Background: an optimization exercise with open tools, aiming at small area, a short achievable clock period and few clock cycles. Do not read the settings as production practice.
Where RTL was checked, it was by simulation tests only, not by an equivalence proof against the original.
No functional check of the RTL was part of runs 1 and 2.
No activity file was given, so power comes from the tool's default toggle rates.

[flow/config.mk]
export PLATFORM = sky130hd
export DESIGN_NAME = baton_relay_core
export DESIGN_NICKNAME = baton_relay_core
export VERILOG_FILES = /design/flow/design.v
export SDC_FILE = /design/flow/constraint.sdc
export NUM_CORES = 4
export LEC_CHECK = 0
export CAP_MARGIN = 20
export CORE_MARGIN = 2
export CORE_UTILIZATION = 40
export SETUP_SLACK_MARGIN = 4.5
export SLEW_MARGIN = 20
[flow/constraint.sdc]
create_clock -name core_clock -period 8.0 [get_ports {clk}]
set_input_delay 1.6000 -clock core_clock [delete_from_list [all_inputs] [get_ports {clk}]]
set_output_delay 1.6000 -clock core_clock [all_outputs]
set_load 0.01 [all_outputs]
[flow/design.v]
module baton_relay_core (
    input  wire        clk,
    input  wire        rst,
    input  wire [63:0] cfg_turns_required,
    input  wire        cmd_valid,
    output wire        cmd_ready,
    input  wire [1:0]  cmd_op,
    input  wire [7:0]  cmd_seed,
    input  wire        rx_valid,
    output wire        rx_ready,
    input  wire [63:0] rx_data,
    input  wire [3:0]  rx_len,
    input  wire        rx_fin,
    input  wire        offer_valid,
    output wire        offer_ready,
    input  wire [15:0] offer_len,
    output wire        tx_valid,
    input  wire        tx_ready,
    output wire [63:0] tx_data,
    output wire [3:0]  tx_len,
    output wire        tx_fin,
    output wire        tx_last,
    output wire        idle,
    output wire [2:0]  state,
    output wire        role,
    output wire [7:0]  baton_out,
    output wire [7:0]  baton_in,
    output wire [63:0] turn_count,
    output wire [63:0] rx_byte_count,
    output wire [2:0]  close_code,
    output wire        dgram_ready,
    output wire [7:0]  dgram_value
);
    localparam OP_ACCEPT   = 2'd0;
    localparam OP_CONNECT  = 2'd1;
    localparam OP_DEREG    = 2'd2;
    localparam OP_TIMEOUT  = 2'd3;
    localparam S_IDLE   = 3'd0;
    localparam S_READY  = 3'd1;
    localparam S_SENT   = 3'd2;
    localparam S_DONE   = 3'd3;
    localparam S_CLOSED = 3'd5;
    localparam [2:0] C_SUCCESS   = 3'd0;
    localparam [2:0] C_MALFORMED = 3'd2;
    localparam [2:0] C_TIMEOUT   = 3'd4;
    localparam [2:0] C_NONE      = 3'd7;
    localparam [2:0] D_IDLE  = 3'd0;   
    localparam [2:0] D_LEN2  = 3'd1;   
    localparam [2:0] D_BODY  = 3'd2;   
    localparam [2:0] D_DONE  = 3'd3;   
    localparam [2:0] D_BAD   = 3'd4;   
    localparam [2:0] D_SPLIT = 3'd5;   
    reg [2:0]  st;
    reg        role_r;
    reg [7:0]  baton_out_r;
    reg [7:0]  baton_in_r;
    reg        first_seen;
    reg [63:1] tc_hi;
    reg        tc_lo;
    reg [63:0] rx_bytes;
    reg [2:0]  cc;
    reg        dgram_ready_r;
    reg [7:0]  dgram_value_r;
    reg [63:1] rq;              
    reg        rc;              
    reg        r257;            
    reg        reached;         
    reg        cmd_seen;
    reg [1:0]  c_op;
    reg        c_seed_ok;
    reg [2:0]  dph;
    reg [14:0] rem;             
    reg        rx_pre;          
    reg        rx_ok;           
    reg        send_q;          
    reg [14:0] fl;              
    reg        tx_busy;
    reg        last_r;          
    reg [3:0]  len_r;           
    reg        fin_r;           
    reg [7:0]  bmask;           
    reg [15:0] w;               
    reg        w16;             
    reg        fl8;             
    reg        fl16;            
    reg [1:0]  hdr;             
    reg        turn_chk;
    reg        turn_fin;
    reg        arm_r;           
    reg [7:1]  tc_cin;
    reg [7:1]  rb_cin;
    reg        idle_r;
    reg        cmd_rdy;
    reg        rx_rdy;
    assign idle          = idle_r;
    assign cmd_ready     = cmd_rdy;        
    assign rx_ready      = rx_rdy;         
    assign offer_ready   = idle_r;
    assign state         = st;
    assign role          = role_r;
    assign baton_out     = baton_out_r;
    assign baton_in      = baton_in_r;
    assign turn_count    = {tc_hi, tc_lo};
    assign rx_byte_count = rx_bytes;
    assign close_code    = cc;
    assign dgram_ready   = dgram_ready_r;
    assign dgram_value   = dgram_value_r;
    genvar g;
    generate
        for (g = 2; g < 8; g = g + 1) begin : lane
            assign tx_data[g*8 +: 8] = bmask[g] ? baton_out_r : 8'd0;
        end
    endgenerate
    assign tx_data[7:0]  = (bmask[0] ? baton_out_r : 8'd0) |
                           {1'b0, hdr[1], {6{hdr[0] | hdr[1]}}};
    assign tx_data[15:8] = (bmask[1] ? baton_out_r : 8'd0) | {8{hdr[1]}};
    assign tx_valid = tx_busy;
    assign tx_len   = len_r;
    assign tx_fin   = fin_r;
    assign tx_last  = last_r;
    wire active = (st != S_IDLE) && (st != S_CLOSED);
    wire cmd_look = idle_r && cmd_valid && !cmd_seen;
    wire cmd_go   = idle_r && cmd_seen;
    wire rx_look  = idle_r && !cmd_valid && rx_valid && !rx_ok;
    wire rx_go    = idle_r && !cmd_valid && rx_valid && rx_ok;
    wire offer_go = idle_r && !cmd_valid && !rx_valid && offer_valid;
    wire beat_go  = tx_busy && tx_ready;
    wire c_start    = (c_op == OP_ACCEPT || c_op == OP_CONNECT) && st == S_IDLE &&
                      (c_op == OP_CONNECT || c_seed_ok);
    wire c_dereg    = (c_op == OP_DEREG) && st != S_IDLE;
    wire c_timeout  = (c_op == OP_TIMEOUT) && active;
    wire [63:0] cfg = cfg_turns_required;
    wire [15:0] m = offer_len;
    wire        offer_writes = active && send_q && (m != 16'd0);
    wire        choose = (fl == 15'd0);
    wire        bo_zero = (baton_out_r == 8'd0);
    wire        m_one = (m == 16'd1);
    wire [14:0] len_choice = bo_zero ? 15'd2 : m_one ? 15'd65 : 15'd16386;
    wire        fl_le8 = fl8;
    wire        L_le8 = choose ? bo_zero : fl_le8;
    wire [3:0]  L_c = choose ? (bo_zero ? 4'd2 : 4'd8) : (fl_le8 ? fl[3:0] : 4'd8);
    wire        m_big = (m[15:4] != 12'd0);
    wire        m_ge_L = m_big || (m[3:0] >= L_c);       
    wire [3:0]  len1 = m_ge_L ? L_c : m[3:0];
    wire        last1 = (!m_big && m[3:0] <= 4'd8) || L_le8;
    wire        fin1 = L_le8 && m_ge_L;
    wire        w_le16  = w16;
    wire        fl_le16 = fl16;
    wire        w_le24  = (w[15:5] == 11'd0) && !(w[4] && w[3] && w[2:0] != 3'd0);
    wire        fl_le24 = (fl[14:5] == 10'd0) && !(fl[4] && fl[3] && fl[2:0] != 3'd0);
    wire [3:0]  w_nx  = w[4] ? 4'd8 : {1'b0, w[2:0]};
    wire [3:0]  fl_nx = fl[4] ? 4'd8 : {1'b0, fl[2:0]};
    wire        w_ge17 = !w_le16;
    wire        fin_nx = fl_le16 && (w_ge17 || fl[4:0] <= w[4:0]);    
    wire [7:0]  b0 = rx_data[7:0];
    wire [7:0]  b1 = rx_data[15:8];
    wire [3:0]  n  = rx_len;
    wire        rx_n0 = (n == 4'd0);
    wire        rem_small = (rem[14:3] == 12'd0);
    wire        has_baton = rem_small && ({1'b0, rem[2:0]} < n);
    wire        extra     = rem_small && ({1'b0, rem[2:0]} + 4'd1 < n);
    wire [7:0]  rx_baton  = rx_data[rem[2:0]*8 +: 8];
    wire [4:0]  rem_lo    = {1'b0, rem[3:0]} - {1'b0, n};
    wire [10:0] rem_hi_m1 = rem[14:4] - 11'd1;
    wire [14:0] rem_next  = {rem_lo[4] ? rem_hi_m1 : rem[14:4], rem_lo[3:0]};
    wire [7:0]  b          = baton_in_r;
    wire [7:0]  b_plus1    = b + 8'd1;
    wire [7:0]  b_corrupt  = b + 8'd31;
    wire        seq_error  = first_seen && (b != baton_out_r + 8'd1);
    wire [4:0]  m7a        = {2'd0, b[2:0]} + {2'd0, b[5:3]} + {3'd0, b[7:6]};
    wire [3:0]  m7b        = {1'b0, m7a[2:0]} + {2'd0, m7a[4:3]};
    wire        arm_dgram  = role_r ? (m7b == 4'd1 || m7b == 4'd8)
                                    : (m7b == 4'd0 || m7b == 4'd7);
    wire        k_eq_rq    = (tc_hi == rq);
    wire        reached_k  = reached || k_eq_rq;           
    wire        terminal   = rc ? reached : reached_k;    
    wire        k_ge2      = (tc_hi[63:2] != 62'd0);
    wire        k_ge3      = (tc_hi[63:3] != 61'd0) || (tc_hi[2] && tc_hi[1]);
    wire        corrupting = r257 && (role_r ? k_ge3 : k_ge2);    
    wire [4:0]  rxb_lo = {1'b0, rx_bytes[3:0]} + {1'b0, n};
    reg [2:0]  st_n;
    reg        role_n;
    reg [7:0]  bo_n;
    reg [7:0]  bi_n;
    reg        fs_n;
    reg [63:1] tc_hi_n;
    reg        tc_lo_n;
    reg [63:0] rxb_n;
    reg [2:0]  cc_n;
    reg        dr_n;
    reg [7:0]  dv_n;
    reg        cmd_seen_n;
    reg [2:0]  dph_n;
    reg [14:0] rem_n;
    reg        rx_pre_n;
    reg        send_q_n;
    reg [14:0] fl_n;
    reg        tx_busy_n;
    reg        last_n;
    reg [3:0]  len_n;
    reg        fin_n;
    reg [7:0]  bmask_n;
    reg [15:0] w_n;
    reg [1:0]  hdr_n;
    reg        turn_chk_n;
    reg        turn_fin_n;
    reg [7:1]  tc_cin_n;
    reg [7:1]  rb_cin_n;
    reg        reached_n;
    reg        load_cfg;
    reg        rx_ok_n;
    reg        w16_n;
    reg        fl8_n;
    reg        fl16_n;
    integer i, j;
    always @(*) begin
        st_n       = st;
        role_n     = role_r;
        bo_n       = baton_out_r;
        bi_n       = baton_in_r;
        fs_n       = first_seen;
        tc_hi_n    = tc_hi;
        tc_lo_n    = tc_lo;
        rxb_n      = rx_bytes;
        cc_n       = cc;
        dr_n       = dgram_ready_r;
        dv_n       = dgram_value_r;
        cmd_seen_n = cmd_seen;
        dph_n      = dph;
        rem_n      = rem;
        rx_pre_n   = rx_pre;
        send_q_n   = send_q;
        fl_n       = fl;
        tx_busy_n  = tx_busy;
        last_n     = last_r;
        len_n      = len_r;
        fin_n      = fin_r;
        bmask_n    = bmask;
        w_n        = w;
        hdr_n      = hdr;
        turn_chk_n = 1'b0;
        turn_fin_n = turn_fin;
        tc_cin_n   = 7'd0;
        rb_cin_n   = 7'd0;
        reached_n  = reached;
        load_cfg   = 1'b0;
        rx_ok_n    = rx_ok;
        w16_n      = w16;
        fl8_n      = fl8;
        fl16_n     = fl16;
        if (cmd_look)
            cmd_seen_n = 1'b1;
        if (cmd_go) begin
            cmd_seen_n = 1'b0;
            rx_ok_n    = !c_start && (rx_ok || c_dereg || c_timeout);
            if (c_start) begin
                st_n     = S_READY;
                role_n   = (c_op == OP_CONNECT);
                bo_n     = (c_op == OP_ACCEPT) ? cmd_seed : 8'd0;
                bi_n     = 8'd0;
                fs_n     = 1'b0;
                load_cfg = 1'b1;
                reached_n = (cfg[63:1] == 63'd0);
                tc_hi_n  = 63'd0;
                tc_lo_n  = (c_op == OP_ACCEPT);
                rxb_n    = 64'd0;
                cc_n     = C_NONE;
                dr_n     = 1'b0;
                dv_n     = 8'd0;
                dph_n    = D_IDLE;
                fl_n     = 15'd0;
                fl8_n    = 1'b1;
                fl16_n   = 1'b1;
                send_q_n = (c_op == OP_ACCEPT);
            end
            if (c_dereg) begin
                if (role_r) begin
                    st_n = S_CLOSED;
                end else begin
                    st_n     = S_IDLE;
                    role_n   = 1'b0;
                    bo_n     = 8'd0;
                    bi_n     = 8'd0;
                    fs_n     = 1'b0;
                    tc_hi_n  = 63'd0;
                    tc_lo_n  = 1'b0;
                    rxb_n    = 64'd0;
                    cc_n     = C_NONE;
                    dr_n     = 1'b0;
                    dv_n     = 8'd0;
                    dph_n    = D_IDLE;
                    send_q_n = 1'b0;
                    fl_n     = 15'd0;
                    fl8_n    = 1'b1;
                    fl16_n   = 1'b1;
                end
            end
            if (c_timeout) begin
                st_n = S_CLOSED;
                cc_n = C_TIMEOUT;
            end
        end
        if (rx_look) begin
            rx_pre_n = 1'b1;
            rx_ok_n  = 1'b1;
            if (!rx_n0) begin
                if (dph == D_LEN2) begin
                    rem_n = {1'b0, rem[13:8], b0} + 15'd1;
                    dph_n = D_BODY;
                end else if (b0[7]) begin
                    dph_n = D_BAD;
                end else if (!b0[6]) begin
                    rem_n = {9'd0, b0[5:0]} + 15'd1;
                    dph_n = D_BODY;
                end else if (n != 4'd1) begin
                    rem_n = {1'b0, b0[5:0], b1} + 15'd2;
                    dph_n = D_BODY;
                end else begin
                    rem_n[13:8] = b0[5:0];
                    dph_n = D_SPLIT;
                end
            end
        end
        if (rx_go) begin
            rx_pre_n = 1'b0;
            rx_ok_n  = !(active && (dph == D_IDLE ||
                                    ((dph == D_LEN2 || dph == D_SPLIT) && !rx_fin)));
        end
        if (rx_go && active) begin
            rxb_n[3:0] = rxb_lo[3:0];
            if (rxb_lo[4]) begin
                rxb_n[11:4] = rx_bytes[11:4] + 8'd1;
                rb_cin_n[1] = (rx_bytes[11:4] == 8'hff);
            end
            case (dph)
            D_BODY: begin
                if (rx_n0) begin
                    if (rx_fin) begin
                        st_n = S_CLOSED;
                        cc_n = C_MALFORMED;
                    end
                end else if (has_baton) begin
                    bi_n  = rx_baton;
                    dph_n = D_DONE;
                    if (extra) begin
                        st_n = S_CLOSED;
                        cc_n = C_MALFORMED;
                    end else begin
                        turn_chk_n = 1'b1;
                    end
                end else begin
                    rem_n = rem_next;
                    if (rx_fin) begin
                        st_n = S_CLOSED;
                        cc_n = C_MALFORMED;
                    end
                end
            end
            D_DONE: begin
                if (!rx_n0) begin
                    st_n = S_CLOSED;
                    cc_n = C_MALFORMED;
                end
            end
            D_LEN2: begin
                if (rx_fin) begin
                    st_n = S_CLOSED;
                    cc_n = C_MALFORMED;
                end
            end
            D_BAD: begin
                st_n = S_CLOSED;
                cc_n = C_MALFORMED;
            end
            D_SPLIT: begin
                dph_n = D_LEN2;
                if (rx_fin) begin
                    st_n = S_CLOSED;
                    cc_n = C_MALFORMED;
                end
            end
            default: begin
            end
            endcase
        end
        for (j = 1; j < 7; j = j + 1) begin
            if (rb_cin[j]) begin
                rxb_n[j*8+4 +: 8] = rx_bytes[j*8+4 +: 8] + 8'd1;
                rb_cin_n[j+1] = (rx_bytes[j*8+4 +: 8] == 8'hff);
            end
        end
        if (rb_cin[7])
            rxb_n[63:60] = rx_bytes[63:60] + 4'd1;
        if (offer_go) begin
            tx_busy_n = 1'b1;
            hdr_n     = 2'b00;
            if (offer_writes) begin
                w_n    = m;
                w16_n  = (m[15:5] == 11'd0) && (!m[4] || m[3:0] == 4'd0);
                len_n  = len1;
                last_n = last1;
                fin_n  = fin1;
                for (i = 0; i < 8; i = i + 1)
                    bmask_n[i] = fin1 && (i + 1 >= L_c);
                if (choose) begin
                    fl_n  = len_choice;
                    fl8_n  = bo_zero;
                    fl16_n = bo_zero;
                    hdr_n = bo_zero ? 2'b00 : m_one ? 2'b01 : 2'b10;
                end
            end else begin
                len_n   = 4'd0;
                last_n  = 1'b1;
                fin_n   = 1'b0;
                bmask_n = 8'd0;
            end
        end
        if (beat_go) begin
            hdr_n = 2'b00;
            if (last_r) begin
                tx_busy_n = 1'b0;
                if (fin_r) begin
                    rx_ok_n  = 1'b0;
                    fl_n     = 15'd0;
                    fl8_n    = 1'b1;
                    fl16_n   = 1'b1;
                    send_q_n = 1'b0;
                    dph_n    = D_IDLE;
                    if (st != S_DONE)
                        st_n = S_SENT;
                end else begin
                    fl_n   = fl - {11'd0, len_r};
                    fl8_n  = (fl_n[14:4] == 11'd0) && (fl_n[3:0] <= 4'd8);
                    fl16_n = (fl_n[14:5] == 10'd0) && (!fl_n[4] || fl_n[3:0] == 4'd0);
                end
            end else begin
                w_n[15:3]  = w[15:3] - 13'd1;
                fl_n[14:3] = fl[14:3] - 12'd1;
                w16_n      = w_le24;
                fl8_n      = fl_le16;
                fl16_n     = fl_le24;
                last_n     = w_le16 || fl_le16;
                len_n      = fin_nx ? fl_nx : w_le16 ? w_nx : 4'd8;
                fin_n      = fin_nx;
                for (i = 0; i < 8; i = i + 1)
                    bmask_n[i] = fin_nx && (fl[4] ? (i == 7) : (i + 1 >= fl[2:0]));
            end
        end
        if (turn_chk) begin
            if (b == 8'd0) begin
                st_n = S_CLOSED;
                cc_n = C_SUCCESS;
            end else if (seq_error) begin
                st_n = S_CLOSED;
                cc_n = C_MALFORMED;
            end else begin
                fs_n = 1'b1;
                tc_hi_n[8:1] = tc_hi[8:1] + 8'd1;
                tc_cin_n[1]  = (tc_hi[8:1] == 8'hff);
                turn_fin_n   = 1'b1;
            end
        end
        for (j = 1; j < 7; j = j + 1) begin
            if (tc_cin[j]) begin
                tc_hi_n[j*8+1 +: 8] = tc_hi[j*8+1 +: 8] + 8'd1;
                tc_cin_n[j+1] = (tc_hi[j*8+1 +: 8] == 8'hff);
            end
        end
        if (tc_cin[7])
            tc_hi_n[63:57] = tc_hi[63:57] + 7'd1;
        if (turn_fin && tc_cin == 7'd0) begin
            turn_fin_n = 1'b0;
            reached_n  = reached_k;
            if (arm_r) begin
                dr_n = 1'b1;
                dv_n = b;
            end
            if (terminal) begin
                bo_n = 8'd0;
                st_n = S_DONE;
            end else if (corrupting) begin
                bo_n = (b_corrupt == 8'd0) ? 8'd1 : b_corrupt;
                st_n = S_SENT;
            end else begin
                bo_n = b_plus1;
                st_n = S_SENT;
            end
            send_q_n = 1'b1;
            fl_n     = 15'd0;
            fl8_n    = 1'b1;
            fl16_n   = 1'b1;
        end
        if (rst) begin
            st_n       = S_IDLE;
            role_n     = 1'b0;
            bo_n       = 8'd0;
            bi_n       = 8'd0;
            fs_n       = 1'b0;
            tc_hi_n    = 63'd0;
            tc_lo_n    = 1'b0;
            rxb_n      = 64'd0;
            cc_n       = C_NONE;
            dr_n       = 1'b0;
            dv_n       = 8'd0;
            cmd_seen_n = 1'b0;
            dph_n      = D_IDLE;
            rx_pre_n   = 1'b0;
            send_q_n   = 1'b0;
            fl_n       = 15'd0;
            fl8_n    = 1'b1;
            fl16_n   = 1'b1;
            tx_busy_n  = 1'b0;
            turn_chk_n = 1'b0;
            turn_fin_n = 1'b0;
            tc_cin_n   = 7'd0;
            rb_cin_n   = 7'd0;
            rx_ok_n    = 1'b1;
        end
    end
    wire idle_n = !(tx_busy_n || turn_chk_n || turn_fin_n || rb_cin_n != 7'd0);
    always @(posedge clk) begin
        st            <= st_n;
        role_r        <= role_n;
        baton_out_r   <= bo_n;
        baton_in_r    <= bi_n;
        first_seen    <= fs_n;
        tc_hi         <= tc_hi_n;
        tc_lo         <= tc_lo_n;
        rx_bytes      <= rxb_n;
        cc            <= cc_n;
        dgram_ready_r <= dr_n;
        dgram_value_r <= dv_n;
        cmd_seen      <= cmd_seen_n;
        dph           <= dph_n;
        rem           <= rem_n;
        rx_pre        <= rx_pre_n;
        send_q        <= send_q_n;
        fl            <= fl_n;
        tx_busy       <= tx_busy_n;
        last_r        <= last_n;
        len_r         <= len_n;
        fin_r         <= fin_n;
        bmask         <= bmask_n;
        w             <= w_n;
        hdr           <= hdr_n;
        turn_chk      <= turn_chk_n;
        turn_fin      <= turn_fin_n;
        tc_cin        <= tc_cin_n;
        rb_cin        <= rb_cin_n;
        reached       <= reached_n;
        arm_r         <= arm_dgram;
        idle_r        <= idle_n;
        rx_ok         <= rx_ok_n;
        w16           <= w16_n;
        fl8           <= fl8_n;
        fl16          <= fl16_n;
        cmd_rdy       <= idle_n && cmd_seen_n;
        rx_rdy        <= idle_n && rx_ok_n;
        if (cmd_look) begin
            c_op      <= cmd_op;
            c_seed_ok <= (cmd_seed != 8'd0) && (!cmd_seed[7] || cmd_seed[6:0] == 7'd0);
        end
        if (load_cfg) begin
            rq   <= cfg[63:1];
            rc   <= (c_op == OP_CONNECT) || cfg[0];
            r257 <= (cfg == 64'd257);
        end
    end
endmodule
[flow/flow/run.sh]
#!/bin/bash
# Standard layout, with every port buffered by the smallest buffer instead of
# the flow's default choice. Full make output goes to standard.log.
set -euo pipefail
export BUFFER_PORTS_ARGS="-buffer_cell sky130_fd_sc_hd__buf_1"
bash standard.sh finish > standard.log 2>&1
[flow/standard.sh]
#!/bin/bash
# synth_recipe.tcl (not shown) runs the flow's synth.tcl, then flattens the netlist and writes it again
# the make line also repeats each setting of config.mk as NAME=value (left out here)
make -C /OpenROAD-flow-scripts/flow DESIGN_CONFIG=/design/flow/config.mk WORK_HOME=/design/flow/orfs CLKGATE_MAP_FILE= SYNTH_SCRIPT=/design/flow/synth_recipe.tcl "${@:-finish}"
==> metrics.md, run 1 <==
| Metric | Value |
|---|---|
| Largest net degree at the start of global routing | 81 |
| PortBufs | 399 |
| Vias per cell | 5.744 |
| RSZ-0062 raised after global routing | yes |
| DRT Pass-1 Iters | 5 |
| Placer congestion estimate | 0.9152 |
| Residual DRC | 0 |
| FF-to-FF setup slack | 4.61 ns |
| CTS tree | done |
| Syn_nets | 2,422 |
| Asr flop ratio synth | 0% |
| Row cnt | 79 |
| Critical-path cell list | buf_1, and3b_1, o211ai_1, or4b_2, o311ai_0, a21o_1, a21oi_1 |
| Hold/Removal Path Class | flop to flop |
| DRT antenna net count | 0 |
| Gate Count Post-Synth | 2,183 |
| Top post-synthesis cells by area | dfxtp_1 (25%), edfxtp_1 (13%), xor2_1 (5.8%) |
| Top cells by count, synth | nor2_1 (264), dfxtp_1 (239), nand2_1 (152), a21oi_1 (140), xor2_1 (124) |
| Io pins | 400 |
| Iter 0 DRT Violations | 1,462 |
| First-pass GRT wire length | 95.10 mm |
| R2R Path Start | fl[3] |
| CP max-delay cell | or4b_2 |
| CP bufs+invs | 1 |
| Synth Warn # | 1 |
| Starting density of the core | 40.47% |
| Antenna Cells | 0 |
| Cell Pwr Density | 196.2 nW/um2 |
| WL per Instance | 20.19 um |
| Slew Viols, Final | 0 |
| CTS HTree Levels | 2 |
| Share of cells above drive strength 1 | 6.297% |
| CTS Hold Bufs | 0 |
| Mapped Area | 18,800 um2 |
| Most used DFF post-synth | dfxtp_1 |
| All-Layer GR Usage | 25.05% |
| Critical path data required time | 8.42 ns |
| Top-area cell type share of the netlist area | 25.45% |
| Top-count cell post-synth | nor2_1 |
| Root Driver | clkbuf_16 |
| Clk pin slew, worst setup/hold paths | 0.06 ns |
| Initial antenna violation count | 1 |
| Worst vdd ir | 219.3 uV |
| MaxCap Viol Count | 0 |
| Static Leak | 8.151 nW |
| Fin crit period | 3.415 ns |
| Total core area | 46,460 um2 |
| Reg2Reg Capture Point | bmask[0] |
| Average size of a mapped cell | 8.612 um2 |
| Worst slew pin tran | 1.174 ns |
| Synth-to-Final Area Change | 17.74% |
| Via count | 18,080 |
| Clock latency (worst-skew pair) | 0.58 ns |
| Final HPWL DP | 46.98 mm |
| Total negative slack | 0 ns |
| WHS Endpoint | w[15] |
| Worst EP arrival | 3.84 ns |
| CP Launch Type | primary input |
| Clk buf depth | 3 |
| Highest clock rate | 292.8 MHz |
| Status | finished clean |
| Distinct cells, synth | 87 |
| FF+latch count, synth | 322 |
| Total wire length | 63.55 mm |
| Sinks on Clock Net | 322 |
| CP top delay family | simple AND/OR/NAND/NOR gates |
| Hold depth | 2 |
| Num CTS Buffers | 38 |
| Worst setup EP type | flop |
| Die ar. | 48,750 um2 |
| CP Class | primary input to flop |
| Final setup violation count | 0 |
| Final hold violations | 0 |
| Final net count | 2,750 |
| Die height | 220.8 um |
| Total gr overflow | 0 |
| Hold_sp | w[15] |
| Slew HR | 21.38% |
| Hold_ws | 0.4688 ns |
| Post-synth top area cell | dfxtp_1 |
| Period utilisation layout | 42.69% |
| R2R depth | 10 |
| Crit Path Max Fanout | 12 |
| Critical Path Max Stage Delay | 0.88 ns |
| Number of global-route vias before repair | 16,520 |
| Die W | 220.8 um |
| Clock skew after layout | 0.03223 ns |
| Number of synthesized flops with an enable pin | 83 |
| Sequential area share after synthesis | 38.71% |
-- layout by cell type, fill, tap and decap left out, types with 9 or more instances in the layout --
| cell | count |
|---|---|
| buf_1 | 397 |
| nor2_1 | 260 |
| dfxtp_1 | 232 |
| nand2_1 | 151 |
| a21oi_1 | 138 |
| xor2_1 | 124 |
| o21ai_0 | 83 |
| edfxtp_1 | 83 |
| inv_1 | 77 |
| nand3_1 | 77 |
| nor4_1 | 70 |
| ha_1 | 65 |
| and2_1 | 60 |
| nor3_1 | 60 |
| nand4_1 | 55 |
| xnor2_1 | 49 |
| clkbuf_16 | 38 |
| and3_1 | 32 |
| o211ai_1 | 31 |
| a31oi_1 | 29 |
| a21o_1 | 25 |
| mux2i_1 | 22 |
| nor2b_1 | 17 |
| or3_1 | 16 |
| mux4_2 | 16 |
| or2_2 | 15 |
| o21bai_1 | 15 |
| a211oi_1 | 14 |
| nand2b_1 | 14 |
| o21a_1 | 13 |
| buf_4 | 13 |
| o221ai_1 | 12 |
| o31ai_1 | 11 |
| nand3b_1 | 10 |
| and4_1 | 9 |
| a22oi_1 | 9 |
-- area by class of cell --
cell class              instances  area (um2)
clock buffers                  54        1091
well taps                     607       759.5
flip-flops and latches        322        7286
inverters                      78       292.8
clock inverters                16       203.9
repair buffers                413        1615
multi-input cells            1658       10890
fillers                      4623       24320
-- per-stage QoR --
step / utilization, % / area (um2) / total power, mW / worst slack (ns) / cells
floorplan: - / 18890 / 2.322 / 4.502 / 2183
global placement: 44.58 / 20710 / 2.534 / 3.791 / 3074
detailed placement: 44.58 / 20710 / 2.542 / 3.693 / 3074
CTS: 47.47 / 22050 / 4.359 / 4.518 / 3147
global route: 47.64 / 22130 / 4.514 / 4.457 / 3148
finish: 47.64 / 22130 / 4.342 / 4.585 / 3148
-- worst min-delay path: stages (launching register included) --
cell     delay (ns)
dfxtp_1        0.32
inv_1          0.05
a21oi_1        0.05
-- sequential cells by signal (all words and copies together) (netlist names), 2 cells and up --
| signal | count |
|---|---|
| cc | 3 |
| baton_out_r | 8 |
| hdr | 2 |
| dph | 3 |
| c_op | 2 |
| tc_hi | 63 |
| rb_cin | 7 |
| tc_cin | 7 |
| w | 16 |
| st | 3 |
| baton_in_r | 8 |
| dgram_value_r | 8 |
| rx_bytes | 64 |
| bmask | 8 |
| len_r | 4 |
| rem | 15 |
| rq | 63 |
| fl | 15 |
-- per-layer routing --
| metal | wire length [um] | track usage (%) |
|---|---|---|
| met1 | 27770 | 34.26 |
| met2 | 29100 | 40.13 |
| met3 | 5088 | 4.564 |
| met4 | 1585 | 7.756 |
| met5 | 10 | 0 |
-- power by group --
part,switching (mW),internal (mW),total [mW]
clock network,0.751,1.06,1.81
registers,0.112,1.74,1.85
logic,0.396,0.285,0.681
total,1.26,3.08,4.34
-- kinds of logic (layout without fill, tap and decap cells) --
kind of cell	after synthesis	in the layout	synth area share [%]
multiplexers	40	40	3.208
flip-flops	322	322	38.71
AND/OR/NAND/NOR	902	902	24.31
buffers and inverters	204	561	4.286
AO/OA/AOI/OAI	468	469	16.23
adder cells (fa/ha/maj)	74	74	5.205
XOR/XNOR	173	173	8.060
-- worst max-delay path by stage --
| stage | end | slack [ns] | cells after the start | start |
|---|---|---|---|---|
| after floorplan | cmd_rdy | 4.50 | 10 | rx_len[0] |
| after global placement | rx_rdy | 3.79 | 8 | rx_len[0] |
| after detailed placement | rx_rdy | 3.69 | 8 | rx_len[0] |
| after CTS | fl[8] | 4.52 | 8 | cmd_valid |
| after global routing | bmask[0] | 4.46 | 11 | fl[3] |
| final | st[2] | 4.58 | 7 | cmd_valid |
-- repair_timing --
item                                    in CTS  in global routing
pin swaps                                    1                  1
setup buffers                                3                  0
cloned                                       0                  1
gates resized for setup                      7                 21
endpoints found under the setup margin      32                 64
==> run 2, diff against run 1 <==
--- a/flow/config.mk
+++ b/flow/config.mk
@@ -8,5 +8,5 @@
 export CAP_MARGIN = 20
 export CORE_MARGIN = 2
 export CORE_UTILIZATION = 40
-export SETUP_SLACK_MARGIN = 4.5
+export SETUP_SLACK_MARGIN = 5.0
 export SLEW_MARGIN = 20
==> run 2 against run 1 <==
Compared with the run above:
- still clean on timing, DRC and antenna
- first-iteration DRC count up 20%
- die area unchanged
- routed wire length up 1.2%
- sequential power about the same
- flip-flop and latch count unchanged
- clock-buffer cell count down 5
- clock power up 2%
- sequential share of layout area down 1.6 points
- non-clock buffer count up 67
- largest power group unchanged
==> metrics.md, run 2 <==
| Metric | Value |
|---|---|
| Final HPWL DP | 46.62 mm (-0.78%) |
| WL per Instance | 20.00 um (-0.91%) |
| CP Class | primary input to flop |
| Hold/Removal Path Class | flop to flop |
| Residual DRC | 0 (unchanged) |
| Top-count cell post-synth | nor2_1 |
| Number of global-route vias before repair | 17,020 (+3.0%) |
| CTS Hold Bufs | 0 (unchanged) |
| Synth Warn # | 1 (unchanged) |
| Synth Area in Compound Gates | 16.23% (unchanged) |
| Worst slew pin tran | 0.9129 ns (-0.2613 ns) |
| CTS HTree Levels | 2 (unchanged) |
| All-Layer GR Usage | 25.43% (+0.38 points) |
| Slew HR | 39.14% (+18 points) |
| Multiplexer area fraction after synthesis | 3.208% (unchanged) |
| Iter 0 DRT Violations | 1,760 (+20%) |
| Starting density of the core | 40.47% (unchanged) |
| CP startpoint | rx_len[0] |
| Root Driver | clkbuf_16 |
| Synth Area in Simple Gates | 24.31% (unchanged) |
| Final hold violations | 0 (unchanged) |
| Clk buf depth | 3 (unchanged) |
| Layout Utilization | 50.67% (+3.0 points) |
| Critical path data required time | 8.42 ns (about the same) |
| Share of cells above drive strength 1 | 14.26% (+8.0 points) |
| Total core area | 46,460 um2 (unchanged) |
| Hold depth | 2 (unchanged) |
| Io pins | 400 (unchanged) |
| Num CTS Buffers | 39 (+2.6%) |
| Adder-Cell Fraction of Synth Area | 5.205% (unchanged) |
| R2R Path Start | fl[3] |
| Placer congestion estimate | 0.9133 (-0.21%) |
| Gate Count Post-Synth | 2,183 (unchanged) |
| FF-to-FF setup slack | 5.00 ns (+0.39 ns) |
| Period utilisation layout | 39.80% (-2.9 points) |
| Largest net degree at the start of global routing | 76 (-6.2%) |
| Vias per cell | 5.732 (-0.20%) |
| Total wire length | 64.33 mm (+1.2%) |
| Worst vdd ir | 202.1 uV (-7.8%) |
| Highest clock rate | 314.0 MHz (+7.3%) |
| Total gr overflow | 0 (unchanged) |
| Die ar. | 48,750 um2 (unchanged) |
| Most common cell after layout, fill and taps aside | buf_1 |
| Hold_sp | tc_lo |
| Status | finished clean |
| R2R depth | 10 (unchanged) |
| Clk pin slew, worst setup/hold paths | 0.06 ns (about the same) |
| Slew Viols, Final | 0 (unchanged) |
| Die height | 220.8 um (unchanged) |
| Number of synthesized flops with an enable pin | 83 (unchanged) |
| Top cells by count, synth | nor2_1 (264), dfxtp_1 (239), nand2_1 (152), a21oi_1 (140), xor2_1 (124) |
| Average size of a mapped cell | 8.612 um2 (unchanged) |
| Most frequent cells in the layout | buf_1 (377), nor2_1 (245), dfxtp_1 (194) |
| Sequential area share after synthesis | 38.71% (unchanged) |
| Clock skew after layout | 0.03901 ns (+0.006781 ns) |
| Cell Pwr Density | 190.3 nW/um2 (-3.0%) |
| Fin crit period | 3.184 ns (-0.2309 ns) |
| Sinks on Clock Net | 322 (unchanged) |
| Antenna Cells | 0 (unchanged) |
| MaxCap Viol Count | 0 (unchanged) |
| Xor/xnor share of the synthesized area | 8.060% (unchanged) |
| Synth-to-Final Area Change | 25.22% |
| Most used DFF post-synth | dfxtp_1 |
| Reg2Reg Capture Point | len_r[0] |
| Row cnt | 79 (unchanged) |
| Fill cells | 4,455 (-3.6%) |
| DRT Pass-1 Iters | 5 (unchanged) |
| Crit Path Max Fanout | 8 (-4) |
| Largest register FFs | 64 (unchanged) |
| Mapped Area | 18,800 um2 (unchanged) |
| First-pass GRT wire length | 96.99 mm (+2.0%) |
| Syn_nets | 2,422 (unchanged) |
| FF+latch count, synth | 322 (unchanged) |
| Distinct cells, synth | 87 (unchanged) |
| Top post-synthesis cells by area | dfxtp_1 (25%), edfxtp_1 (13%), xor2_1 (5.8%) |
| CTS tree | done |
| Worst EP arrival | 3.60 ns (-0.24 ns) |
| Via count | 18,440 (+2.0%) |
| WHS Endpoint | tc_lo |
| CP Launch Type | primary input |
| DRT antenna net count | 0 (unchanged) |
| Die W | 220.8 um (unchanged) |
| Post-synth top area cell | dfxtp_1 |
| Total negative slack | 0 ns (unchanged) |
| Asr flop ratio synth | 0% (unchanged) |
| Worst setup EP type | flop |
| Final setup violation count | 0 (unchanged) |
| Top-area cell type share of the netlist area | 25.45% (unchanged) |
| PortBufs | 399 (unchanged) |
| Largest family of logic cells by synthesized area | simple AND/OR/NAND/NOR gates |
| Initial antenna violation count | 1 (unchanged) |
| Final net count | 2,819 (+2.5%) |
| Regs by FF count | rx_bytes: 64 flops, rq: 63 flops, tc_hi: 63 flops |
| Clock latency (worst-skew pair) | 0.59 ns (about the same) |
| RSZ-0062 raised after global routing | yes |
| Static Leak | 8.729 nW (+7.1%) |
| Largest reg by FF count | rx_bytes |
## run 2: cell counts after synthesis
No cell type changed its count.
## run 2: routing by layer
layer  vias up  global-route usage [%]  part of all wire [%]
met1      8887                   34.72                    44
met5         -                       0                 0.020
met4         2                   7.000                   2.4
li1       8729                       -                     -
met3        94                   4.577                   7.1
met2       723                   41.25                    47
## run 2: critical path: stages
cell and delay, ns:
buf_12 0.08, ha_4 0.14, fa_2 0.21, nand2b_4 0.14, a21oi_4 0.06, or4b_4 0.56, or2_4 0.34, buf_12 0.15
buf_16 0.14, a31oi_1 0.13, nor2_1 0.06
## run 2: how the worst max path moves through the flow
stage | to | slack, ns
detailed placement | rem[13] | 3.69
CTS | baton_in_r[0] | 4.86
finish | baton_in_r[0] | 4.82
floorplan | baton_in_r[0] | 4.51
global route | baton_in_r[5] | 4.78
global placement | rem[13] | 3.77
## run 2: cell type report
class | count | area, um2 | area share [%]
multi-input combinational | 1659 | 11460 | 48.70
inverter | 78 | 314.1 | 1.334
clock buffer | 49 | 1064 | 4.518
timing repair buffer | 480 | 2287 | 9.716
clock inverter | 21 | 271.5 | 1.153
tap | 607 | 759.5 | 3.226
sequential | 322 | 7381 | 31.35
## run 2: power breakdown
group          total, mW  internal, mW  switching (mW)  leakage, nW
Combinational      0.781         0.337           0.444         5.33
Clock               1.85          1.11           0.744        0.650
Sequential          1.85          1.74           0.109         2.74
Total               4.48          3.18            1.30         8.73
## run 2: through the flow
| stage | setup slack, ns | hold WS [ns] | cell area (um2) | power (mW) | instances |
|---|---|---|---|---|---|
| floorplan | 4.512 | 0.4364 | 19100 | 2.340 | 2183 |
| global placement | 3.768 | 0.4502 | 20910 | 2.540 | 3074 |
| detailed placement | 3.686 | 0.4536 | 20910 | 2.552 | 3074 |
| CTS | 4.857 | 0.4628 | 23110 | 4.465 | 3193 |
| global route | 4.780 | 0.4833 | 23540 | 4.661 | 3216 |
| finish | 4.816 | 0.4611 | 23540 | 4.480 | 3216 |
## run 2: kinds of logic (layout without fill, tap and decap cells)
logic type                 Yosys count  count (layout)
AOI/OAI and AO/OA                  468             470
xor gates and xnor gates           173             173
adders and majority gates           74              74
buffers and inverters              204             628
DFF                                322             322
muxes                               40              40
and+or+nand+nor                    902             902
## run 2: repair_timing
item	CTS	global route
gates resized for setup	142	67
buffers inserted	46	21
cloned	3	1
endpoints found under the setup margin	208	115
pin swaps	51	40
==> run 3, diff against run 2 <==
--- a/flow/design.v
+++ b/flow/design.v
@@ -72,6 +72,8 @@
     reg [14:0] rem;             
     reg        rx_pre;          
     reg        rx_ok;           
+    reg        has_r;           
+    reg        extra_r;         
     reg        send_q;          
     reg [14:0] fl;              
     reg        tx_busy;
@@ -120,10 +122,10 @@
     assign tx_last  = last_r;
     wire active = (st != S_IDLE) && (st != S_CLOSED);
     wire cmd_look = idle_r && cmd_valid && !cmd_seen;
-    wire cmd_go   = idle_r && cmd_seen;
-    wire rx_look  = idle_r && !cmd_valid && rx_valid && !rx_ok;
-    wire rx_go    = idle_r && !cmd_valid && rx_valid && rx_ok;
-    wire offer_go = idle_r && !cmd_valid && !rx_valid && offer_valid;
+    wire cmd_go   = cmd_rdy;
+    wire rx_look  = idle_r && rx_valid && !rx_ok;
+    wire rx_go    = rx_rdy && rx_valid;
+    wire offer_go = idle_r && offer_valid;
     wire beat_go  = tx_busy && tx_ready;
     wire c_start    = (c_op == OP_ACCEPT || c_op == OP_CONNECT) && st == S_IDLE &&
                       (c_op == OP_CONNECT || c_seed_ok);
@@ -157,8 +159,10 @@
     wire [3:0]  n  = rx_len;
     wire        rx_n0 = (n == 4'd0);
     wire        rem_small = (rem[14:3] == 12'd0);
+    wire        rem_lt16  = (rem[14:4] == 11'd0);
     wire        has_baton = rem_small && ({1'b0, rem[2:0]} < n);
     wire        extra     = rem_small && ({1'b0, rem[2:0]} + 4'd1 < n);
+    wire        chunk0_ff = (rx_bytes[11:4] == 8'hff);
     wire [7:0]  rx_baton  = rx_data[rem[2:0]*8 +: 8];
     wire [4:0]  rem_lo    = {1'b0, rem[3:0]} - {1'b0, n};
     wire [10:0] rem_hi_m1 = rem[14:4] - 11'd1;
@@ -209,6 +213,9 @@
     reg        reached_n;
     reg        load_cfg;
     reg        rx_ok_n;
+    reg        has_n;
+    reg        extra_n;
+    reg        hold_n;
     reg        w16_n;
     reg        fl8_n;
     reg        fl16_n;
@@ -245,6 +252,9 @@
         reached_n  = reached;
         load_cfg   = 1'b0;
         rx_ok_n    = rx_ok;
+        has_n      = has_r;
+        extra_n    = extra_r;
+        hold_n     = 1'b0;
         w16_n      = w16;
         fl8_n      = fl8;
         fl16_n     = fl16;
@@ -303,18 +313,27 @@
         if (rx_look) begin
             rx_pre_n = 1'b1;
             rx_ok_n  = 1'b1;
-            if (!rx_n0) begin
+            if (dph == D_BODY) begin
+                has_n   = has_baton;
+                extra_n = extra;
+            end else if (!rx_n0) begin
                 if (dph == D_LEN2) begin
                     rem_n = {1'b0, rem[13:8], b0} + 15'd1;
                     dph_n = D_BODY;
+                    rx_pre_n = 1'b0;
+                    rx_ok_n  = 1'b0;
                 end else if (b0[7]) begin
                     dph_n = D_BAD;
                 end else if (!b0[6]) begin
                     rem_n = {9'd0, b0[5:0]} + 15'd1;
                     dph_n = D_BODY;
+                    rx_pre_n = 1'b0;
+                    rx_ok_n  = 1'b0;
                 end else if (n != 4'd1) begin
                     rem_n = {1'b0, b0[5:0], b1} + 15'd2;
                     dph_n = D_BODY;
+                    rx_pre_n = 1'b0;
+                    rx_ok_n  = 1'b0;
                 end else begin
                     rem_n[13:8] = b0[5:0];
                     dph_n = D_SPLIT;
@@ -324,14 +343,17 @@
         if (rx_go) begin
             rx_pre_n = 1'b0;
             rx_ok_n  = !(active && (dph == D_IDLE ||
-                                    ((dph == D_LEN2 || dph == D_SPLIT) && !rx_fin)));
+                                    ((dph == D_LEN2 || dph == D_SPLIT) && !rx_fin) ||
+                                    (dph == D_BODY && !(rx_pre && has_r) &&
+                                     rem_lt16 && !rx_fin)));
         end
         if (rx_go && active) begin
             rxb_n[3:0] = rxb_lo[3:0];
             if (rxb_lo[4]) begin
                 rxb_n[11:4] = rx_bytes[11:4] + 8'd1;
-                rb_cin_n[1] = (rx_bytes[11:4] == 8'hff);
+                rb_cin_n[1] = chunk0_ff;
             end
+            hold_n = chunk0_ff;
             case (dph)
             D_BODY: begin
                 if (rx_n0) begin
@@ -339,10 +361,10 @@
                         st_n = S_CLOSED;
                         cc_n = C_MALFORMED;
                     end
-                end else if (has_baton) begin
+                end else if (rx_pre && has_r) begin
                     bi_n  = rx_baton;
                     dph_n = D_DONE;
-                    if (extra) begin
+                    if (extra_r) begin
                         st_n = S_CLOSED;
                         cc_n = C_MALFORMED;
                     end else begin
@@ -515,9 +537,10 @@
             tc_cin_n   = 7'd0;
             rb_cin_n   = 7'd0;
             rx_ok_n    = 1'b1;
+            hold_n     = 1'b0;
         end
     end
-    wire idle_n = !(tx_busy_n || turn_chk_n || turn_fin_n || rb_cin_n != 7'd0);
+    wire idle_n = !(tx_busy_n || turn_chk_n || turn_fin_n || hold_n || rb_cin_n[7:2] != 6'd0);
     always @(posedge clk) begin
         st            <= st_n;
         role_r        <= role_n;
@@ -554,7 +577,9 @@
         w16           <= w16_n;
         fl8           <= fl8_n;
         fl16          <= fl16_n;
-        cmd_rdy       <= idle_n && cmd_seen_n;
+        cmd_rdy       <= cmd_look && !rst;      
+        has_r         <= has_n;
+        extra_r       <= extra_n;
         rx_rdy        <= idle_n && rx_ok_n;
         if (cmd_look) begin
             c_op      <= cmd_op;
==> run 3 against run 2 <==
Compared with the run above:
- fmax increased by 2.6%
- register-to-register slack lost 0.10 ns
- worst hold slack got worse by 0.020 ns
- power down 4.8%
==> metrics.md, run 3 <==
| Metric | Value |
|---|---|
| Number of synthesized flops with an enable pin | 85 (+2.4%) |
| Final setup violation count | 0 (unchanged) |
| Worst slew pin tran | 1.009 ns (+0.09568 ns) |
| Sinks on Clock Net | 325 (+0.93%) |
| Io pins | 400 (unchanged) |
| Fin crit period | 3.104 ns (-0.08080 ns) |
| Root Driver | clkbuf_16 |
| FF-to-FF setup slack | 4.90 ns (-0.10 ns) |
| Sw power | 1.208 mW (-6.8%) |
| Distinct cells, synth | 81 (-6.9%) |
| Top-area cell type share of the netlist area | 25.48% (+0.034 points) |
| Die height | 221.1 um (+0.14%) |
| Mapped Area | 18,850 um2 (+0.29%) |
| Post-synth top area cell | dfxtp_1 |
| Total core area | 46,560 um2 (+0.21%) |
| RSZ-0062 raised after global routing | yes |
| Synth Area in Simple Gates | 24.81% (+0.51 points) |
| DRT antenna net count | 0 (unchanged) |
| CP Launch Type | flop |
| WL per Instance | 20.49 um (+2.4%) |
| First-pass GRT wire length | 101.0 mm (+4.1%) |
| R2R depth | 13 (+3) |
| Storage cell area | 7436 um2 (+0.75%) |
| Worst vdd ir | 183.4 uV (-9.3%) |
| Final HPWL DP | 47.95 mm (+2.9%) |
| Adder-Cell Fraction of Synth Area | 5.123% (-0.081 points) |
| Vias per cell | 5.752 (+0.35%) |
| CTS Hold Bufs | 0 (unchanged) |
| Synth-to-Final Area Change | 23.56% |
| Clock skew after layout | 0.02678 ns (-0.01223 ns) |
| Gate Count Post-Synth | 2,183 (unchanged) |
| Slew Viols, Final | 0 (unchanged) |
| Multiplexer area fraction after synthesis | 3.159% (-0.049 points) |
| Clk pin slew, worst setup/hold paths | 0.06 ns (about the same) |
| MaxCap Viol Count | 0 (unchanged) |
| Highest clock rate | 322.2 MHz (+2.6%) |
| Iter 0 DRT Violations | 1,628 (-7.5%) |
| Num CTS Buffers | 37 (-5.1%) |
| Residual DRC | 0 (unchanged) |
| Area after DPL | 20,940 um2 (+0.15%) |
| DRT Pass-1 Iters | 5 (unchanged) |
| CTS tree | done |
| Asr flop ratio synth | 0% (unchanged) |
| Area of the multi-input gates | 11,310 um2 (-1.4%) |
| Total negative slack | 0 ns (unchanged) |
| Reg2Reg Capture Point | len_r[2] |
| Synth Warn # | 1 (unchanged) |
| Synth Area in Compound Gates | 15.78% (-0.45 points) |
| Most common cell after layout, fill and taps aside | buf_1 |
| Non-Filler Instances | 3,221 (+0.16%) |
| Switching Share | 28.33% (-0.60 points) |
| Period utilisation layout | 38.79% (-1.0 points) |
| Fill cells | 4,441 (-0.31%) |
| Die ar. | 48,890 um2 (+0.28%) |
| Clock latency (worst-skew pair) | 0.57 ns (-0.02 ns) |
| Cell Pwr Density | 183.1 nW/um2 (-3.8%) |
| CP Class | flop to flop |
| Clock power frac | 40.4% (-1.0 points) |
| Top cells by count, synth | nor2_1 (260), dfxtp_1 (240), nand2_1 (167), a21oi_1 (138), xor2_1 (135) |
| Average size of a mapped cell | 8.636 um2 (+0.29%) |
| Worst EP arrival | 3.54 ns (-0.06 ns) |
| Via count | 18,530 (+0.50%) |
| Total gr overflow | 0 (unchanged) |
| Crit Path Max Fanout | 13 (+5) |
| Share of cells above drive strength 1 | 13.70% (-0.56 points) |
| Largest reg by FF count | rx_bytes |
| PortBufs | 399 (unchanged) |
| Hold/Removal Path Class | flop to flop |
| R2R Path Start | fl[1] |
| Placer congestion estimate | 0.9328 (+2.1%) |
| FF+latch count, synth | 325 (+0.93%) |
| Most frequent cells in the layout | buf_1 (373), nor2_1 (252), dfxtp_1 (205) |
| Clk buf depth | 3 (unchanged) |
| Initial antenna violation count | 3 (+2) |
| Row cnt | 79 (unchanged) |
| Number of global-route vias before repair | 17,420 (+2.3%) |
| Total Power | 4.265 mW (-4.8%) |
| Top-count cell post-synth | nor2_1 |
| Slew HR | 32.16% (-7.0 points) |
| Worst Setup EP | len_r[2] |
| Sequential area share after synthesis | 39.02% (+0.31 points) |
| Internal power | 3.056 mW (-4.0%) |
| Layout Utilization | 50.04% (-0.64 points) |
| Critical path data required time | 8.44 ns (+0.02 ns) |
| Final hold violations | 0 (unchanged) |
| Seq pwr share | 43.9% (+2.7 points) |
| Die W | 221.1 um (+0.14%) |
| Static Leak | 8.541 nW (-2.2%) |
| Regs by FF count | rx_bytes: 64 flops, rq: 63 flops, tc_hi: 63 flops |
| Fin area | 23,290 um2 (-1.0%) |
| Top post-synthesis cells by area | dfxtp_1 (25%), edfxtp_1 (14%), xor2_1 (6.3%) |
| Xor/xnor share of the synthesized area | 8.037% (-0.023 points) |
| Worst setup EP type | flop |
| Combinational share of power | 15.8% (-1.6 points) |
| Largest register FFs | 64 (unchanged) |
| Largest family of logic cells by synthesized area | simple AND/OR/NAND/NOR gates |
| CP startpoint | fl[1] |
| Most used DFF post-synth | dfxtp_1 |
| DP Cell Count | 3,079 (+0.16%) |
| Final net count | 2,822 (+0.11%) |
| Largest net degree at the start of global routing | 68 (-11%) |
| CTS HTree Levels | 2 (unchanged) |
| Syn_nets | 2,421 (-0.041%) |
| Total wire length | 66.01 mm (+2.6%) |
| Starting density of the core | 40.50% (about the same) |
| Status | finished clean |
| All-Layer GR Usage | 25.75% (+0.32 points) |
==> run 3: cell types whose count changed after synthesis, sizes merged, moves of 11 or more <==
| cell | before | now |
|---|---|---|
| nand2 | 152 | 167 |
| nor3 | 63 | 76 |
| o21bai | 16 | 0 |
| a211oi | 14 | 25 |
| mux2i | 22 | 10 |
| o21ai | 88 | 100 |
| xor2 | 124 | 135 |
| nor3b | 8 | 19 |
| xnor2 | 49 | 38 |
| o211ai | 31 | 17 |
==> run 3: cell families after synthesis <==
logic type / after synthesis
muxes: 38
AOI/OAI and AO/OA: 459
DFF: 325
xor gates and xnor gates: 173
adders and majority gates: 73
and+or+nand+nor: 918
buffers and inverters: 197
==> run 3: area by class of cell <==
type	instances	share of cell area, %
Timing Repair Buffer	484	9.851
Clock buffer	46	4.249
Clock inverter	22	0.9185
Sequential cell	325	31.92
Multi-Input combinational cell	1662	48.55
Timing Repair inverter	1	0.02148
Tap cell	607	3.260
Antenna cell	1	0.01074
Inverter	73	1.219
==> run 3: layer usage <==
metal	up-vias	part of all wire (%)	GRT usage (%)
met2	659	47	41.90
met4	4	2.8	8.205
li1	8730	-	-
met3	118	6.7	4.634
met1	9017	44	34.65
met5	-	0.035	0
==> run 3: power by group through the flow <==
stage                     clock network (mW)  logic [mW]  registers (mW)
after floorplan                            0       0.477            1.84
after global placement                     0       0.598            1.91
after detailed placement                   0       0.604            1.91
after CTS                               1.75       0.640            1.87
after global routing                    1.81       0.740            1.88
final                                   1.72       0.673            1.87
==> run 3: worst max-delay path: stages (launching register included) <==
cell	delay, ns
dfxtp_2	0.41
or3_1	0.45
nor4_2	0.21
and2_4	0.28
a22o_1	0.21
inv_2	0.07
ha_4	0.20
a21o_1	0.18
a21oi_2	0.17
o21ai_4	0.09
buf_6	0.15
mux2_4	0.30
a221oi_2	0.21
a21oi_1	0.06
==> run 3: what timing repair did <==
action	CTS	global route
pin swaps	14	33
endpoints found under the setup margin	263	173
buffers inserted	37	33
gates resized for setup	94	97
gates cloned	2	0
==> run 3: worst min-delay path by stage <==
stage / depth (start not counted) / endpoint / start / slack [ns]
global route: 1 / cmd_rdy / cmd_seen / 0.46
finish: 1 / cmd_rdy / cmd_seen / 0.44
floorplan: 2 / w[14] / w[14] / 0.41
detailed placement: 2 / w[14] / w[14] / 0.44
CTS: 1 / cmd_rdy / cmd_seen / 0.44
global placement: 2 / w[15] / w[15] / 0.43
==> run 3: through the flow <==
step	hold slack (ns)	setup WS, ns
2_1_floorplan	0.4109	4.467
3_3_place_gp	0.4305	4.085
3_5_place_dp	0.4371	3.988
4_1_cts	0.4420	4.905
5_1_grt	0.4569	4.771
6_report	0.4407	4.896
Testbench counts of run 3, summed over its fixed seeds: cycles 196,564.
==> run 4, diff against run 3 <==
--- a/flow/config.mk
+++ b/flow/config.mk
@@ -7,6 +7,6 @@
 export LEC_CHECK = 0
 export CAP_MARGIN = 20
 export CORE_MARGIN = 2
-export CORE_UTILIZATION = 40
-export SETUP_SLACK_MARGIN = 5.0
+export CORE_UTILIZATION = 60
+export SETUP_SLACK_MARGIN = 4.9
 export SLEW_MARGIN = 20
==> run 4 against run 3 <==
Compared with the run above:
- still clean
- non-clock buffer count shrank 32
- synthesized cell count unchanged
- worst hold slack gained 0.0030 ns
- die area down 33%
- final area down 3.9%
- global-route usage grew 8.8 points
- critical endpoint is now fl[1]
- largest cell class unchanged
==> metrics.md, run 4 <==
| Metric | Value |
|---|---|
| Residual DRC | 0 (unchanged) |
| Root Driver | clkbuf_16 |
| Clock power frac | 39.3% (-1.1 points) |
| Worst slew pin tran | 0.9552 ns (-0.05344 ns) |
| DRT antenna net count | 0 (unchanged) |
| RSZ-0062 raised after global routing | yes |
| Total wire length | 59.22 mm (-10%) |
| Final HPWL DP | 42.72 mm (-11%) |
| Initial antenna violation count | 2 (-1) |
| All-Layer GR Usage | 34.53% (+8.8 points) |
| Post-synth top area cell | dfxtp_1 |
| Slew HR | 35.75% (+3.6 points) |
| Area of the multi-input gates | 11,130 um2 (-1.6%) |
| Row cnt | 64 (-19%) |
| CTS tree | done |
| MaxCap Viol Count | 0 (unchanged) |
| Largest register FFs | 64 (unchanged) |
| Worst vdd ir | 167.4 uV (-8.7%) |
| Vias per cell | 6.228 (+8.3%) |
| Area after DPL | 20,590 um2 (-1.7%) |
| Fin area | 22,390 um2 (-3.9%) |
| Synth-to-Final Area Change | 18.78% |
| Largest net degree at the start of global routing | 88 (+29%) |
| Worst setup EP type | flop |
| Switching Share | 27.09% (-1.2 points) |
| Clock latency (worst-skew pair) | 0.53 ns (-0.04 ns) |
| Io pins | 400 (unchanged) |
| Static Leak | 8.276 nW (-3.1%) |
| PortBufs | 399 (unchanged) |
| Num CTS Buffers | 36 (-2.7%) |
| WL per Instance | 19.92 um (-2.8%) |
| Number of global-route vias before repair | 17,040 (-2.2%) |
| First-pass GRT wire length | 92.14 mm (-8.7%) |
| Die height | 181.3 um (-18%) |
| Hold/Removal Path Class | flop to flop |
| Layout Utilization | 72.83% (+23 points) |
| Share of cells above drive strength 1 | 10.33% (-3.4 points) |
| Sequential area share after synthesis | 39.02% (unchanged) |
| Most common cell after layout, fill and taps aside | buf_1 |
| Synth Warn # | 1 (unchanged) |
| Clk buf depth | 3 (unchanged) |
| Via count | 18,520 (-0.059%) |
| Final net count | 2,788 (-1.2%) |
| Clk pin slew, worst setup/hold paths | 0.06 ns (about the same) |
| Total negative slack | 0 ns (unchanged) |
| Combinational share of power | 15.4% (-0.4 points) |
| Final setup violation count | 0 (unchanged) |
| Top cells by count, synth | nor2_1 (260), dfxtp_1 (240), nand2_1 (167), a21oi_1 (138), xor2_1 (135) |
| Storage cell area | 7400 um2 (-0.49%) |
| Total core area | 30,750 um2 (-34%) |
| DRT Pass-1 Iters | 6 (+1) |
| Status | finished clean |
| Gate Count Post-Synth | 2,183 (unchanged) |
| Worst EP arrival | 3.52 ns (-0.02 ns) |
| CTS HTree Levels | 2 (unchanged) |
| Syn_nets | 2,421 (unchanged) |
| Most used DFF post-synth | dfxtp_1 |
| Mapped Area | 18,850 um2 (unchanged) |
| Period utilisation layout | 38.46% (-0.33 points) |
| Top-count cell post-synth | nor2_1 |
| Crit Path Max Fanout | 6 (-7) |
| Final hold violations | 0 (unchanged) |
| Die ar. | 32,860 um2 (-33%) |
| Die W | 181.3 um (-18%) |
| Critical path data required time | 8.44 ns (about the same) |
| FF+latch count, synth | 325 (unchanged) |
| Largest reg by FF count | rx_bytes |
| Most frequent cells in the layout | buf_1 (387), nor2_1 (253), dfxtp_1 (218) |
| Internal power | 3.012 mW (-1.5%) |
| Sinks on Clock Net | 325 (unchanged) |
| Top-area cell type share of the netlist area | 25.48% (unchanged) |
| Top post-synthesis cells by area | dfxtp_1 (25%), edfxtp_1 (14%), xor2_1 (6.3%) |
| Clock skew after layout | 0.01630 ns (-0.01048 ns) |
| Total gr overflow | 0 (unchanged) |
| Sw power | 1.119 mW (-7.4%) |
| Distinct cells, synth | 81 (unchanged) |
| Regs by FF count | rx_bytes: 64 flops, rq: 63 flops, tc_hi: 63 flops |
| CP Class | primary input to flop |
| Starting density of the core | 61.31% (+21 points) |
| Number of synthesized flops with an enable pin | 85 (unchanged) |
| Seq pwr share | 45.3% (+1.4 points) |
| Asr flop ratio synth | 0% (unchanged) |
| Fill cells | 2,483 (-44%) |
| Total Power | 4.131 mW (-3.1%) |
| Fin crit period | 3.077 ns (-0.02670 ns) |
| Iter 0 DRT Violations | 1,830 (+12%) |
| Average size of a mapped cell | 8.636 um2 (unchanged) |
| CP Launch Type | primary input |
| Cell Pwr Density | 184.5 nW/um2 (+0.76%) |
| Highest clock rate | 325.0 MHz (+0.87%) |
| Placer congestion estimate | 0.9684 (+3.8%) |
| Slew Viols, Final | 0 (unchanged) |
[run 4: cell counts after synthesis]
No cell type changed its count.
[run 4: logic make-up (layout without fill, tap and decap cells)]
group	after synthesis	after routing	synth area share, %
multiplexers	38	38	3.159
XOR/XNOR	173	173	8.037
other	0	1	0
buffers and inverters	197	589	4.068
adder cells (fa/ha/maj)	73	73	5.123
AND/OR/NAND/NOR	918	919	24.81
flip-flops	325	325	39.02
AO/OA/AOI/OAI	459	459	15.78
[run 4: metal layers]
metal  vias to the layer above  global-route usage (%)  wire [um]
met3                       154                   5.281       5017
li1                       8652                       -          -
met2                       911                   56.25      27550
met1                      8798                   47.12      24700
met4                         2                   11.45       1937
met5                         -                       0         12
[run 4: power by group through the flow]
stage	Combinational, mW	Sequential [mW]	Clock (mW)
3_3_place_gp	0.577	1.90	0
5_1_grt	0.700	1.88	1.70
4_1_cts	0.608	1.87	1.63
2_1_floorplan	0.473	1.84	0
3_5_place_dp	0.586	1.91	0
6_report	0.636	1.87	1.62
[run 4: cell type report]
| cell class | instances | share of cell area (%) |
|---|---|---|
| Multi-Input combinational cell | 1662 | 49.71 |
| Tap cell | 396 | 2.213 |
| Inverter | 73 | 1.274 |
| Sequential cell | 325 | 33.04 |
| Clock buffer | 55 | 4.755 |
| Timing Repair Buffer | 452 | 8.621 |
| Clock inverter | 9 | 0.3743 |
| Antenna cell | 1 | 0.01117 |
[run 4: metrics by stage]
stage / setup WS, ns / instances / hold WS [ns]
floorplan: 4.467 / 2183 / 0.4072
global placement: 4.060 / 2866 / 0.4282
detailed placement: 3.988 / 2866 / 0.4362
CTS: 4.864 / 2949 / 0.4431
global route: 4.813 / 2973 / 0.4558
finish: 4.923 / 2973 / 0.4438
[run 4: path summary, 6_finish.rpt]
path	startpoint	endpoint	slack (ns)	cells after the start
max	offer_len[2]	fl[1]	4.92	9
min	w[15]	w[15]	0.44	2
max reg2reg	baton_out_r[1]	bmask[5]	4.93	14
min reg2reg	w[15]	w[15]	0.44	2
[run 4: what timing repair did]
| action | in CTS | in global routing |
|---|---|---|
| hold buffers | 0 | 0 |
| endpoints found under the setup margin | 166 | 73 |
| resized for setup | 55 | 56 |
| cloned | 1 | 0 |
| pin swaps | 10 | 19 |
| setup buffers | 18 | 22 |
[run 4: critical path, stage by stage]
cell      delay, ns
buf_1          0.14
or4_4          0.59
o31ai_4        0.26
inv_4          0.08
buf_4          0.14
nand3b_1       0.17
nor2_2         0.08
or3_1          0.31
a21oi_1        0.14
==> run 5, diff against run 4 <==
--- a/flow/config.mk
+++ b/flow/config.mk
@@ -7,6 +7,7 @@
 export LEC_CHECK = 0
 export CAP_MARGIN = 20
 export CORE_MARGIN = 2
-export CORE_UTILIZATION = 60
+export CORE_UTILIZATION = 40
+export GPL_TIMING_DRIVEN = 1
 export SETUP_SLACK_MARGIN = 4.9
 export SLEW_MARGIN = 20
==> run 5 against run 4 <==
Compared with the run above:
- flip-flop and latch count did not move
- die area rose by 49%
- still clean on timing, DRC and antenna
- via count is 1.2% lower
- sequential share of layout area fell by 0.59 points
- core utilization fell by 24 points
- power grew 3.2%
==> metrics.md, run 5 <==
| Metric | Value |
|---|---|
| Row cnt | 79 (+23%) |
| Number of global-route vias before repair | 17,460 (+2.5%) |
| Initial antenna violation count | 2 (unchanged) |
| Vias per cell | 5.721 (-8.2%) |
| Hold/Removal Path Class | flop to flop |
| Die ar. | 48,890 um2 (+49%) |
| Worst setup EP type | primary output |
| Iter 0 DRT Violations | 1,708 (-6.7%) |
| Number of synthesized flops with an enable pin | 85 (unchanged) |
| Total core area | 46,560 um2 (+51%) |
| Most frequent cells in the layout | buf_1 (386), nor2_1 (253), dfxtp_1 (213) |
| Crit Path Max Fanout | 10 (+4) |
| CP Launch Type | flop |
| Worst slew pin tran | 1.051 ns (+0.09587 ns) |
| Io pins | 400 (unchanged) |
| Top cells by count, synth | nor2_1 (260), dfxtp_1 (240), nand2_1 (167), a21oi_1 (138), xor2_1 (135) |
| Num CTS Buffers | 39 (+8.3%) |
| Total Power | 4.264 mW (+3.2%) |
| Critical path data required time | 6.40 ns (-2.04 ns) |
| Post-synth top area cell | dfxtp_1 |
| Clk buf depth | 3 (unchanged) |
| Final setup violation count | 0 (unchanged) |
| PortBufs | 399 (unchanged) |
| Top-area cell type share of the netlist area | 25.48% (unchanged) |
| CTS tree | done |
| Top post-synthesis cells by area | dfxtp_1 (25%), edfxtp_1 (14%), xor2_1 (6.3%) |
| Slew Viols, Final | 0 (unchanged) |
| RSZ-0062 raised after global routing | yes |
| Largest reg by FF count | rx_bytes |
| Asr flop ratio synth | 0% (unchanged) |
| Syn_nets | 2,421 (unchanged) |
| Die W | 221.1 um (+22%) |
| FF+latch count, synth | 325 (unchanged) |
| Final hold violations | 0 (unchanged) |
| Highest clock rate | 327.9 MHz (+0.88%) |
| CTS HTree Levels | 2 (unchanged) |
| Hold_ws | 0.4236 ns (-0.02016 ns) |
| FF-to-FF setup slack | 4.99 ns (+0.06 ns) |
| Residual DRC | 0 (unchanged) |
| Largest net degree at the start of global routing | 59 (-33%) |
| Status | finished clean |
| Cell Pwr Density | 186.5 nW/um2 (+1.1%) |
| Placer congestion estimate | 0.9062 (-6.4%) |
| Die height | 221.1 um (+22%) |
| DRT Pass-1 Iters | 6 (unchanged) |
| Total negative slack | 0 ns (unchanged) |
| Distinct cells, synth | 81 (unchanged) |
| Slew HR | 29.30% (-6.4 points) |
| All-Layer GR Usage | 25.74% (-8.8 points) |
| First-pass GRT wire length | 100.7 mm (+9.3%) |
| Average size of a mapped cell | 8.636 um2 (unchanged) |
| Area after DPL | 20,870 um2 (+1.4%) |
| Static Leak | 8.353 nW (+0.93%) |
| Fin area | 22,860 um2 (+2.1%) |
| Total gr overflow | 0 (unchanged) |
| Final net count | 2,798 (+0.36%) |
| Final HPWL DP | 47.87 mm (+12%) |
| Worst EP arrival | 1.45 ns (-2.07 ns) |
| Largest register FFs | 64 (unchanged) |
| DRT antenna net count | 0 (unchanged) |
| Period utilisation layout | 38.12% (-0.34 points) |
| Most used DFF post-synth | dfxtp_1 |
| Synth Warn # | 1 (unchanged) |
| Gate Count Post-Synth | 2,183 (unchanged) |
| CP Class | flop to primary output |
| Regs by FF count | rx_bytes: 64 flops, rq: 63 flops, tc_hi: 63 flops |
| Critical Path Max Stage Delay | 0.52 ns (-0.07 ns) |
| WL per Instance | 20.46 um (+2.7%) |
| Sinks on Clock Net | 325 (unchanged) |
| Clock skew after layout | 0.02284 ns (+0.006540 ns) |
| Total wire length | 65.40 mm (+10%) |
| Starting density of the core | 40.50% (-21 points) |
| MaxCap Viol Count | 0 (unchanged) |
| Critical-path cell list | and2_1, buf_1 |
| Worst vdd ir | 162.3 uV (-3.1%) |
| Clock latency (worst-skew pair) | 0.57 ns (+0.04 ns) |
| Via count | 18,290 (-1.2%) |
| Root Driver | clkbuf_16 |
| Synth-to-Final Area Change | 21.28% |
| CP max-delay cell | dfxtp_1 |
| Fin crit period | 3.050 ns (-0.02697 ns) |
| Layout Utilization | 49.11% (-24 points) |
| Mapped Area | 18,850 um2 (unchanged) |
| Top-count cell post-synth | nor2_1 |
| Storage cell area | 7421 um2 (+0.29%) |
| Most common cell after layout, fill and taps aside | buf_1 |
| Sequential area share after synthesis | 39.02% (unchanged) |
| Fill cells | 4,523 (+82%) |
| Clk pin slew, worst setup/hold paths | 0.06 ns (about the same) |
| Share of cells above drive strength 1 | 11.01% (+0.68 points) |
| Area of the multi-input gates | 11,170 um2 (+0.38%) |
-- run 5: cell counts after synthesis --
Identical to the previous run, type by type.
-- run 5: final timing paths --
check	from	endpoint	depth (start not counted)
setup / recovery	bmask[5]	tx_data[40]	2
hold / removal	cmd_seen	cmd_rdy	1
setup reg to reg	baton_out_r[0]	bmask[3]	15
hold reg to reg	cmd_seen	cmd_rdy	1
-- run 5: area by class of cell --
class	count	area share (%)
multi-input cells	1662	48.87
flip-flops and latches	325	32.46
repair buffers	457	8.663
clock buffers	57	4.799
well taps	607	3.322
inverters	73	1.264
clock inverters	13	0.5691
repair inverters	2	0.04378
diodes	1	0.01094
-- run 5: layer usage --
| metal | GRT usage, % | vias up | routed length, um |
|---|---|---|---|
| met5 | 0 | - | 30 |
| met2 | 41.21 | 675 | 30090 |
| met3 | 5.258 | 131 | 4520 |
| met1 | 34.46 | 8781 | 28500 |
| met4 | 9.071 | 4 | 2270 |
| li1 | - | 8698 | - |
-- run 5: cells by family (layout without fill, tap and decap cells) --
family / Yosys count / in the layout / synth area share [%]
adders and majority gates: 73 / 73 / 5.123
buffers and inverters: 197 / 602 / 4.068
AOI/OAI and AO/OA: 459 / 459 / 15.78
xor gates and xnor gates: 173 / 173 / 8.037
DFF: 325 / 325 / 39.02
other: 0 / 1 / 0
and+or+nand+nor: 918 / 919 / 24.81
muxes: 38 / 38 / 3.159
-- run 5: repair_timing --
action,4_1_cts,5_1_grt
hold buffers,0,0
resized for setup,69,62
setup buffers,16,28
setup endpoints to repair,181,90
gates cloned,3,0
pin swaps,12,22
-- run 5: worst max-delay path: cells and delay by family (launching register included) --
| family | cells | cell delay [ns] |
|---|---|---|
| flops | 1 | 0.52 |
| simple gates | 1 | 0.21 |
| buf+inv | 1 | 0.16 |
-- run 5: metrics by stage --
| step | worst slack [ns] | instances |
|---|---|---|
| 6_report | 4.950 | 3197 |
| 5_1_grt | 4.783 | 3196 |
| 3_3_place_gp | 3.749 | 3079 |
| 4_1_cts | 4.620 | 3168 |
| 2_1_floorplan | 4.467 | 2183 |
| 3_5_place_dp | 3.624 | 3079 |
-- run 5: power breakdown --
| part | switching (mW) | total [mW] | internal [mW] |
|---|---|---|---|
| logic | 0.341 | 0.647 | 0.305 |
| clock network | 0.723 | 1.74 | 1.02 |
| registers | 0.120 | 1.88 | 1.76 |

Check on run 5: ideal ports give 4.950 ns setup slack; a clkbuf_16 on the clock port and buf_2 on the inputs give 4.892 ns; moving port delays by the midpoint clock arrival (0.614 ns) as well gives 4.368 ns.
